Context: an optimization exercise on an open-source flow, tuned for small area. The choices shown serve that exercise and are no tape-out recipe.
Function was checked by simulation only, so behaviour that the tests miss may differ from the original.
The flow treats the clock pin as an ideal source, which a real chip does not have.
Power and IR drop assume default switching activity.

==> design/flow/design.v <==
module nezoba_maptab (
    input  wire        cfg0,      
    input  wire        cfg1,      
    input  wire        cfg2,      
    input  wire        cfg15,     
    input  wire [3:0]  step,
    input  wire [14:0] p,         
    input  wire        tphase,    
    output wire        press,     
    output wire        bad        
);
    wire [15:0] q    = {5'b00000, p[14:4]};         
    wire        s0   = (step == 4'd0);
    wire        s1   = (step == 4'd1);
    wire        s2   = (step == 4'd2);
    wire        s3   = (step == 4'd3);
    wire c0_press  = cfg0 & q[step];
    wire c1_press  = cfg1 & ((s0 & p[8]) | ((s1 | s2 | s3) & p[9])) & (tphase | s1 | s2);
    wire c2_press  = cfg2 & (step == 4'd5) & p[9];
    wire c15_press = cfg15 & s1 & p[1];
    assign press = c0_press | c1_press | c2_press | c15_press;
    assign bad   = cfg15 & ((s0 & p[0]) | (s2 & p[1]));
endmodule
module nezoba_debounce #(
    parameter integer W = 8
) (
    input  wire         clk,
    input  wire         rst,
    input  wire         sample,    
    input  wire [7:0]   raw,
    input  wire         stable,    
    output wire         changed,   
    output reg  [W-1:0] acc
);
    reg [7:0] prev;
    assign changed = (raw != prev);
    wire [7:0] d = raw | {8{rst}};
    always @(posedge clk) begin
        if (rst || sample)
            prev <= d;
        if (rst || (sample && !changed && stable))
            acc <= d[W-1:0];
    end
endmodule
module nezoba_core (
    input  wire        clk,
    input  wire        rst,           
    input  wire [31:0] now,
    output reg  [1:0]  exp_op,
    input  wire [7:0]  exp_data,
    input  wire        exp_done,
    output wire [2:0]  pin_pullup,
    input  wire [2:0]  cfg_pin,
    output reg  [7:0]  evt,
    output reg         evt_valid,
    output wire        halted,
    output wire [1:0]  fault
);
    localparam [3:0] S_INIT  = 4'd0,    
                     S_BRD   = 4'd1,    
                     S_COPY  = 4'd2,    
                     S_BWAIT = 4'd3,    
                     S_TLOAD = 4'd4,    
                     S_CMPT  = 4'd5,    
                     S_CMPA  = 4'd6,    
                     S_CMPB  = 4'd7,    
                     S_RDA   = 4'd8,
                     S_RDB   = 4'd9,
                     S_SYNC  = 4'd10,   
                     S_WALK  = 4'd11,
                     S_DIAG  = 4'd12,
                     S_HALT  = 4'd13;
    reg  [3:0]  st;
    reg  [4:0]  k;
    reg  [31:0] rta, rtb, rtt;       
    reg         cy, gr;              
    reg         fa, fb, ft;          
    reg         tphase;              
    reg         cfg0, cfg1, cfg2, cfg15;
    wire k0   = (k == 5'd0);
    wire k31  = (k == 5'd31);
    wire nowk = now[k];
    wire k_7_8_9_12 = (k == 5'd7) | (k == 5'd8) | (k == 5'd9) | (k == 5'd12);
    wire c5000  = (k == 5'd3) | k_7_8_9_12;
    wire c4999  = (k <= 5'd2) | k_7_8_9_12;
    wire c13299 = (k <= 5'd1) | ((k >= 5'd4) & (k <= 5'd9)) | (k == 5'd12) | (k == 5'd13);
    wire boot = (st == S_BWAIT);
    wire x    = boot ? rta[0] : nowk;
    wire y    = (st == S_CMPA) ? rta[0] : (st == S_CMPB) ? rtb[0] : rtt[0];
    wire cst  = boot ? c4999 : (st == S_CMPT) ? c13299 : c5000;
    wire cin  = k0 | cy;
    wire sd   = x ^ ~y ^ cin;
    wire g_nx = (sd != cst) ? sd : (~k0 & gr);
    always @(posedge clk) begin
        cy <= (x & ~y) | (x & cin) | (~y & cin);
        gr <= g_nx;
    end
    wire       smp_a = (st == S_RDA) && exp_done;
    wire       smp_b = (st == S_RDB) && exp_done;
    wire       chg_a, chg_b;
    wire [7:0] acc_a;
    wire [6:0] acc_b;                 
    nezoba_debounce #(.W(8)) u_bank_a (
        .clk(clk), .rst(rst), .sample(smp_a), .raw(exp_data),
        .stable(fa), .changed(chg_a), .acc(acc_a)
    );
    nezoba_debounce #(.W(7)) u_bank_b (
        .clk(clk), .rst(rst), .sample(smp_b), .raw(exp_data),
        .stable(fb), .changed(chg_b), .acc(acc_b)
    );
    wire [14:0] p = ~{acc_b, acc_a};     
    wire walk = (st == S_WALK);
    wire m_press, m_bad;
    nezoba_maptab u_map (
        .cfg0(cfg0), .cfg1(cfg1), .cfg2(cfg2), .cfg15(cfg15),
        .step(k[3:0]), .p(p), .tphase(tphase),
        .press(m_press), .bad(m_bad)
    );
    wire hit_bad = walk && !k[4] && m_bad;
    wire h0 = ~p[3], h1 = ~p[5], h2 = ~p[10];
    wire s1 = p[0] ^ p[1] ^ p[2];
    wire c1 = (p[0] & p[1]) | (p[0] & p[2]) | (p[1] & p[2]);
    wire s2 = p[4] ^ h0 ^ h1;
    wire c2 = (p[4] & h0) | (p[4] & h1) | (h0 & h1);
    wire s3 = s1 ^ s2 ^ h2;
    wire c3 = (s1 & s2) | (s1 & h2) | (s2 & h2);
    wire [2:0] n7 = {(c1 & c2) | (c1 & c3) | (c2 & c3), c1 ^ c2 ^ c3, s3};
    wire xpos = (cfg0 & p[3] & ~p[2]) | (cfg2 & n7[2]);
    wire xneg = (cfg0 & p[2] & ~p[3]) | (cfg2 & ~n7[2] & ~(n7[1] & n7[0]));
    wire ypos = (cfg0 & p[0] & ~p[1]) | (cfg2 & (p[6] | (p[4] & ~p[5])));
    wire yneg = (cfg0 & p[1] & ~p[0]) | (cfg2 & ~p[6] & p[5] & ~p[4]);
    wire [3:0] dcode;
    assign dcode[3] = xneg & ypos;
    assign dcode[2] = yneg | (xneg & ~ypos);
    assign dcode[1] = (xpos & ~yneg) | (xneg & ~ypos);
    assign dcode[0] = (~xpos & ~xneg & (ypos | yneg)) | (~ypos & ~yneg & (xpos | xneg));
    assign pin_pullup = 3'b111;
    assign halted     = (st == S_DIAG) || (st == S_HALT);
    assign fault      = {halted, halted};
    always @(*) begin
        exp_op[1] = (st == S_BRD) | (st == S_RDB) | (st == S_RDA);
        exp_op[0] = (st == S_BRD) | (st == S_RDB) | (st == S_INIT);
    end
    wire is_walk = (st == S_WALK), is_diag = (st == S_DIAG), is_cmpt = (st == S_CMPT);
    wire tail_c  = k[4] & k[0];        
    always @(*) begin
        evt_valid = ((st == S_TLOAD) & k31) | (is_cmpt & k0) | is_diag
                  | (is_walk & (k[4] ? (k[3:1] == 3'b111) : m_press));
        evt[7]    = is_diag | (is_walk & tail_c);
        evt[6]    = is_diag | (is_walk & ~tail_c);
        evt[5]    = is_diag | is_cmpt | (is_walk & k[4] & ~k[0]);
        evt[4]    = 1'b0;
        evt[3:0]  = is_diag ? 4'd3 : ~is_walk ? 4'd0 : ~k[4] ? k[3:0] : k[0] ? 4'd0 : dcode;
    end
    wire pl_a = ((st == S_BRD) && exp_done) || (((st == S_COPY) || (st == S_BWAIT)) && k31);
    wire ld_a = walk && fa;
    wire ld_b = walk && fb;
    wire ld_t = (st == S_TLOAD) || (walk && ft);
    always @(posedge clk) begin
        rta <= pl_a ? now : {(ld_a ? nowk : rta[0]), rta[31:1]};
        rtb <= {(ld_b ? nowk : rtb[0]), rtb[31:1]};
        rtt <= {((st == S_COPY) ? rta[0] : ld_t ? nowk : rtt[0]), rtt[31:1]};
    end
    wire cfg_r = ~exp_data[7];
    always @(posedge clk) begin
        if (rst) begin
            st     <= S_INIT;
            k      <= 5'd0;
            tphase <= 1'b0;
            fa     <= 1'b0;
        end else begin
            k <= ((st == S_BRD) && exp_done) ? 5'd0 : k + 5'd1;
            if (smp_a) fa <= chg_a;
            if (smp_b) fb <= chg_b;
            case (st)
                S_INIT:   if (exp_done) st <= S_BRD;
                S_BRD: begin
                    if (exp_done) begin
                        if (fa && cfg_r == fb) begin
                            cfg0  <= (cfg_pin == 3'b111) && !cfg_r;
                            cfg1  <= (cfg_pin == 3'b111) &&  cfg_r;
                            cfg2  <= (cfg_pin == 3'b011) && !cfg_r;
                            cfg15 <= (cfg_pin == 3'b000) &&  cfg_r;
                            st    <= S_TLOAD;
                        end else begin
                            fa <= 1'b1;
                            fb <= cfg_r;
                            st <= S_COPY;
                        end
                    end
                end
                S_COPY:   if (k31) st <= S_BWAIT;
                S_BWAIT:  if (k31 && g_nx) st <= S_BRD;
                S_TLOAD:  if (k31) st <= S_CMPT;
                S_CMPT: begin
                    if (k31) begin
                        ft     <= g_nx;
                        tphase <= tphase ^ g_nx;
                        st     <= S_CMPA;
                    end
                end
                S_CMPA:   if (k31) begin fa <= g_nx; st <= S_CMPB; end
                S_CMPB:   if (k31) begin fb <= g_nx; st <= S_RDA; end
                S_RDA:    if (exp_done) st <= S_RDB;
                S_RDB:    if (exp_done) st <= S_SYNC;
                S_SYNC:   if (k31) st <= S_WALK;
                S_WALK: begin
                    if (hit_bad)  st <= S_DIAG;
                    else if (k31) st <= S_CMPT;
                end
                default:  st <= S_HALT;      
            endcase
        end
    end
endmodule
==> design/flow/flow/run.sh <==
#!/bin/bash
# Standard layout with these changes:
# - ABC maps the logic with an area-oriented mapper (flow/abc_area.script, used
#   through a private copy of the ORFS scripts; registers are untouched),
# - the smallest buffer on the ports,
# - a lighter clock tree: clkbuf_4 leaves without dummy loads, upsized after
#   CTS where a leaf drives many flip-flops, and combinational cells brought
#   back to their smallest drive where limits allow (flow/post_cts.tcl).
set -euo pipefail
SD="$(pwd)/orfs_scripts"
rm -rf "$SD"
cp -r "$FLOW_HOME/scripts" "$SD"
cp flow/abc_area.script "$SD/abc_area.script"
export SCRIPTS_DIR="$SD"
export BUFFER_PORTS_ARGS="-buffer_cell sky130_fd_sc_hd__buf_1"
export CTS_ARGS="-sink_clustering_enable -repair_clock_nets -buf_list sky130_fd_sc_hd__clkbuf_4 -root_buf sky130_fd_sc_hd__clkbuf_8 -dont_use_dummy_load"
export POST_CTS_TCL="$(pwd)/flow/post_cts.tcl"
bash standard.sh SCRIPTS_DIR="$SD" finish > standard.log 2>&1
==> design/flow/flow/abc_area.script <==
strash
dc2
dch -f
amap
strash
dc2
dch -f
amap
topo
stime -c
buffer -c
upsize -c
dnsize -c
==> design/flow/flow/post_cts.tcl <==
# After CTS: a leaf clock buffer that drives many flip-flops gets the next
# drive strength, so that every flip-flop clock pin keeps a sharp slew.
set resized 0
foreach inst [get_cells -quiet clkbuf_*] {
  if {[get_property $inst ref_name] != "sky130_fd_sc_hd__clkbuf_4"} { continue }
  set out [get_pins -of_objects $inst -filter "direction==output"]
  set fanout [expr {[llength [get_pins -of_objects [get_nets -of_objects $out]]] - 1}]
  if {$fanout > 9} {
    replace_cell $inst sky130_fd_sc_hd__clkbuf_8
    incr resized
  }
}
puts "post_cts: resized $resized leaf clock buffers"
if {$resized > 0} {
  detailed_placement
  check_placement -verbose
  estimate_parasitics -placement
}

# Area recovery: every combinational cell whose drive is larger than its
# smallest variant goes back to the smallest one; repair_design then restores
# drive wherever that breaks a slew or capacitance limit.
set lib_area {}
foreach lc [get_lib_cells sky130_fd_sc_hd__tt_025C_1v80/*] {
  dict set lib_area [get_name $lc] [get_property $lc area]
}
set dont_use $::env(DONT_USE_CELLS)
set downsized 0
foreach inst [get_cells *] {
  set m [get_property $inst ref_name]
  if {![regexp {^(sky130_fd_sc_hd__[a-z0-9]+)_([0-9]+)$} $m - base drv]} { continue }
  if {[string match "*clk*" $base] || [string match "*df*" $base] || [string match "*buf*" $base] || [string match "*conb*" $base]} { continue }
  if {![dict exists $lib_area $m]} { continue }
  set best $m
  set best_area [dict get $lib_area $m]
  dict for {name a} $lib_area {
    if {[regexp "^${base}_\[0-9\]+\$" $name] && $a < $best_area && [lsearch -exact $dont_use $name] < 0} {
      set best $name
      set best_area $a
    }
  }
  if {$best != $m} {
    replace_cell $inst $best
    incr downsized
  }
}
puts "post_cts: downsized $downsized cells"
estimate_parasitics -placement
repair_design -slew_margin 20 -cap_margin 20
detailed_placement
check_placement -verbose
estimate_parasitics -placement
==> design/flow/standard.sh <==
#!/bin/bash
# synth_recipe.tcl (not shown) runs the flow's synth.tcl, then flattens the netlist and writes it again
# the make line also repeats each setting of config.mk as NAME=value (left out here)
make -C /OpenROAD-flow-scripts/flow DESIGN_CONFIG=/design/flow/config.mk WORK_HOME=/design/flow/orfs CLKGATE_MAP_FILE= SYNTH_SCRIPT=/design/flow/synth_recipe.tcl "${@:-finish}"
==> design/flow/config.mk <==
export PLATFORM = sky130hd
export DESIGN_NAME = nezoba_core
export DESIGN_NICKNAME = nezoba_core
export VERILOG_FILES = /design/flow/design.v
export SDC_FILE = /design/flow/constraint.sdc
export NUM_CORES = 4
export LEC_CHECK = 0
export ABC_AREA = 1
export CAP_MARGIN = 20
export CORE_MARGIN = 2
export CORE_UTILIZATION = 40
export PLACE_DENSITY = 0.6
export SLEW_MARGIN = 20
==> design/flow/constraint.sdc <==
create_clock -name core_clock -period 15.0 [get_ports {clk}]
set_input_delay 3.0000 -clock core_clock [delete_from_list [all_inputs] [get_ports {clk}]]
set_output_delay 3.0000 -clock core_clock [all_outputs]
set_load 0.01 [all_outputs]
==> flow_summary.toml <==
[outcome]
status = "no timing/DRC/antenna violations"

[final_layout]
multi_input_area_sq_um = 1820
seq_area_sq_um = 3290
area_growth_pct = 8.27
drive_above_1_share_pct = 5.56
final_nets = 634
final_util_pct = 44.6
antennaDiodeCount = 0
n_fill_cell = 1310

[placement]
io_buffers = 58
gp_congestion = 0.909
place_hpwl_mm = 8.52

[route]
drt_first_pass_iters = 5
remaining_drc_errors = 0
ant_nets = 0
wl_mm = 12.1
wl_per_cell_um = 16.1
dr.first_iter.drc_count = 296
vias = 4068
via_per_inst = 5.41

[timing]
finalSetupTns_ns = 0
max_freq_mhz = 153
setup_viol = 0
rsz0062_at_grt = "false"
skew_ns = 0.0434
final_hold_viol_count = 0
worstMarginPinSlew_ns = 0.960
fin_crit_sh_pct = 43.6
final.min_clock_period_ns = 6.53
finalMaxSlewViolations = 0
slew_headroom_pct = 35.3

[worst_setup_path]
required_ns = 12.00
crit_chain = "inv_2 > ha_1 > nand2_1 > o21ai_0 > nor2_1 > nor2_1 > o221a_2 > a2111oi_0 > o221ai_1 > buf_1"
critical_path_class = "reg -> out"
cp-start-kind = "flip-flop"
end_kind = "output pin"
cp_slowest_cell = "dfxtp_1"
critPathBufInv = 2
critical_path.most_common_cell = "nor2_1"
crit_fanout = 27
slowest_delay_ns = 0.93
crit_arrival_ns = 3.53
cp_top_family = "compound AO/OA/AOI/OAI gates"

[job]
maxCapViolCount = 0

[yosys]
ys_seq_area_share_pct = 59.9
synth_flop_cell = "dfxtp_1"
yosys.area.top_type = "dfxtp_1"
ys_warn_count = 3
postSynthRegisterBits = 146
synth_top_area_share_pct = 39.7
postSynthCellCount = 521
avgSynthCellArea_sq_um = 10.5
synthesis.area_sq_um = 5490
async_flop_share_pct = 0
synth.top_cells.by_area = "dfxtp_1, edfxtp_1, a22o_1"
synthDistinctLibCells = 56
synth_edf_count = 37

[global_route]
met1_usage_pct = 22.9
grt_pass1_vias = 3909
grt_max_degree = 34
busiest_layer = "met2"
antenna_found_initial = 0
grt_util_met2_pct = 24.8
grt.total_usage_pct = 16.9
grt_overflow = 0
grt_pass1_wl_mm = 19.0
grtUsageMet3_pct = 4.70

[power]
p_leak_uw = 0.00227
power_density_nw_per_um2 = 161
peakVddDrop_mv = 0.0516

[clock_network]
insertion_delay_ns = 0.43
clkTransAtPathRegs_ns = 0.08
tritoncts = "yes"
cts_sinks = 146

[floorplan]
die_width_um = 121
rows = 42
die-height_um = 121
start_util_pct = 41.2
ioPinCount = 63
core_area_sq_um = 13300
dieArea_sq_um = 14700

[min_path]
hold_class = "reg -> reg"
cell type report:
| class | instances | share of cell area [%] |
|---|---|---|
| clock buffer | 17 | 2.88 |
| inverter | 55 | 3.49 |
| multi-input combinational | 298 | 30.6 |
| sequential | 146 | 55.4 |
| tap | 176 | 3.70 |
| timing repair buffer | 60 | 3.91 |
sequential cells by signal (all words and copies together) (netlist names), 4 cells and up:
signal / cells
k: 5
rta: 32
rtb: 32
rtt: 32
st: 4
u_bank_a.acc: 8
u_bank_a.prev: 8
u_bank_b.acc: 7
u_bank_b.prev: 8
cells in the final DEF, fill, tap and decap left out, drive strengths merged, types with 3 or more instances in the layout:
| cell type | count |
|---|---|
| dfxtp | 109 |
| o22ai | 18 |
| ha | 5 |
| nand2 | 41 |
| nor3 | 18 |
| inv | 53 |
| a221oi | 4 |
| o21a | 3 |
| edfxtp | 37 |
| o21ai | 19 |
| a2111oi | 3 |
| nand3 | 5 |
| o221ai | 6 |
| nor2 | 66 |
| o32ai | 4 |
| conb | 4 |
| buf | 60 |
| a22oi | 6 |
| o22a | 6 |
| a22o | 32 |
| fa | 5 |
| o221a | 4 |
| clkbuf | 17 |
| a31oi | 7 |
| a211oi | 7 |
| nor4 | 3 |
| a21oi | 14 |
final timing paths:
| path | startpoint | endpoint | slack, ns | depth (start not counted) |
|---|---|---|---|---|
| setup / recovery | k[0]$_SDFF_PP0_ | evt_valid | 8.47 | 10 |
| hold / removal | rtb[21]$_DFF_P_ | rtb[20]$_DFF_P_ | 0.31 | 0 |
| setup reg to reg | k[0]$_SDFF_PP0_ | st[1]$_SDFFE_PP0P_ | 9.98 | 16 |
| hold reg to reg | rtb[21]$_DFF_P_ | rtb[20]$_DFF_P_ | 0.31 | 0 |
worst reg2reg max path: stages, from the launching register on:
cell and delay (ns):
dfxtp_1 0.93, inv_2 0.44, o221a_2 0.41, o21a_1 0.17, or4_1 0.48, o21ai_1 0.33, nor2_1 0.07, a21oi_1 0.18
fa_1 0.44, nor2_1 0.12, nor3_1 0.05, a21oi_1 0.36, nand2_1 0.14, a22oi_1 0.27, o41ai_1 0.20, o22ai_1 0.20
nor2_1 0.06
stage by stage:
| stage | hold slack (ns) | cells | power, uW | worst slack, ns | cell area [sq um] |
|---|---|---|---|---|---|
| finish | 0.315 | 752 | 955 | 8.47 | 5950 |
| global route | 0.323 | 752 | 1020 | 8.03 | 5950 |
| detailed placement | 0.312 | 735 | 784 | 8.61 | 5840 |
| global placement | 0.311 | 735 | 779 | 8.72 | 5840 |
| floorplan | 0.310 | 523 | 725 | 9.16 | 5500 |
synthesized netlist by cell type (all sizes together) (2+ instances only):
cell type and number:
clkinv 2, nor3 18, o32ai 4, buf 13
a31oi 7, o21ai 19, edfxtp 37, a221oi 4
o22a 6, nor2 66, nor4 3, a22o 32
a22oi 6, clkbuf 11, or4 2, o21a 3
o2111ai 2, conb 2, and3 2, o22ai 18
nand3 5, o221a 4, dfxtp 109, a221o 2
inv 53, ha 5, a21oi 14, o221ai 6
a211oi 7, fa 5, nand2 41, a2111oi 3
where the power goes:
part | total (uW) | switching, uW | leakage [uW] | internal, uW
Combinational | 227 | 128 | 0.000908 | 99.6
Sequential | 540 | 46.4 | 0.00126 | 494
Clock | 187 | 115 | 0.0000963 | 72.3
Total | 955 | 289 | 0.00227 | 666
metal layers:
metal | share of wire (%) | vias up | wire length (um)
met2 | 42 | 181 | 5130
met4 | 2.6 | 0 | 309
met5 | 0 | - | 0
li1 | - | 1961 | -
met3 | 7.8 | 25 | 947
met1 | 47 | 1901 | 5720
logic make-up after synthesis:
kind of cell               after synthesis  share of synthesized area [%]
and+or+nand+nor                        141                           11.3
other                                    2                          0.137
adders and majority gates               10                           2.96
DFF                                    146                           59.9
AOI/OAI and AO/OA                      143                           19.7
buffers and inverters                   79                           6.06

## static timing again, ports no longer ideal
How much do the figures lean on ideal ports? The routed layout below was timed once more, with nothing changed but the port constraints.
Step 1 assumes that a clkbuf_16 drives the clock port and a buf_2 every other input.
Step 2 moves the port delays by t, midway between the first and last clock arrival at a register: inputs arrive t later, outputs are due t later. That takes back most of the time a late clock gives input paths.
Three values: ideal ports, drivers, drivers and shift; two values: the first two.
t (ns): 0.446
setup slack, ns: 8.466 / 8.431 / 8.382
worst setup path at the end: input to register
slew at the worst register clock pin (ns): 0.10 / 0.10
pins driven straight from the clock port: 1
After both steps this run still meets setup and hold. For this run, drivers alone change the setup slack by -0.035 ns; drivers and shift together by -0.084 ns.
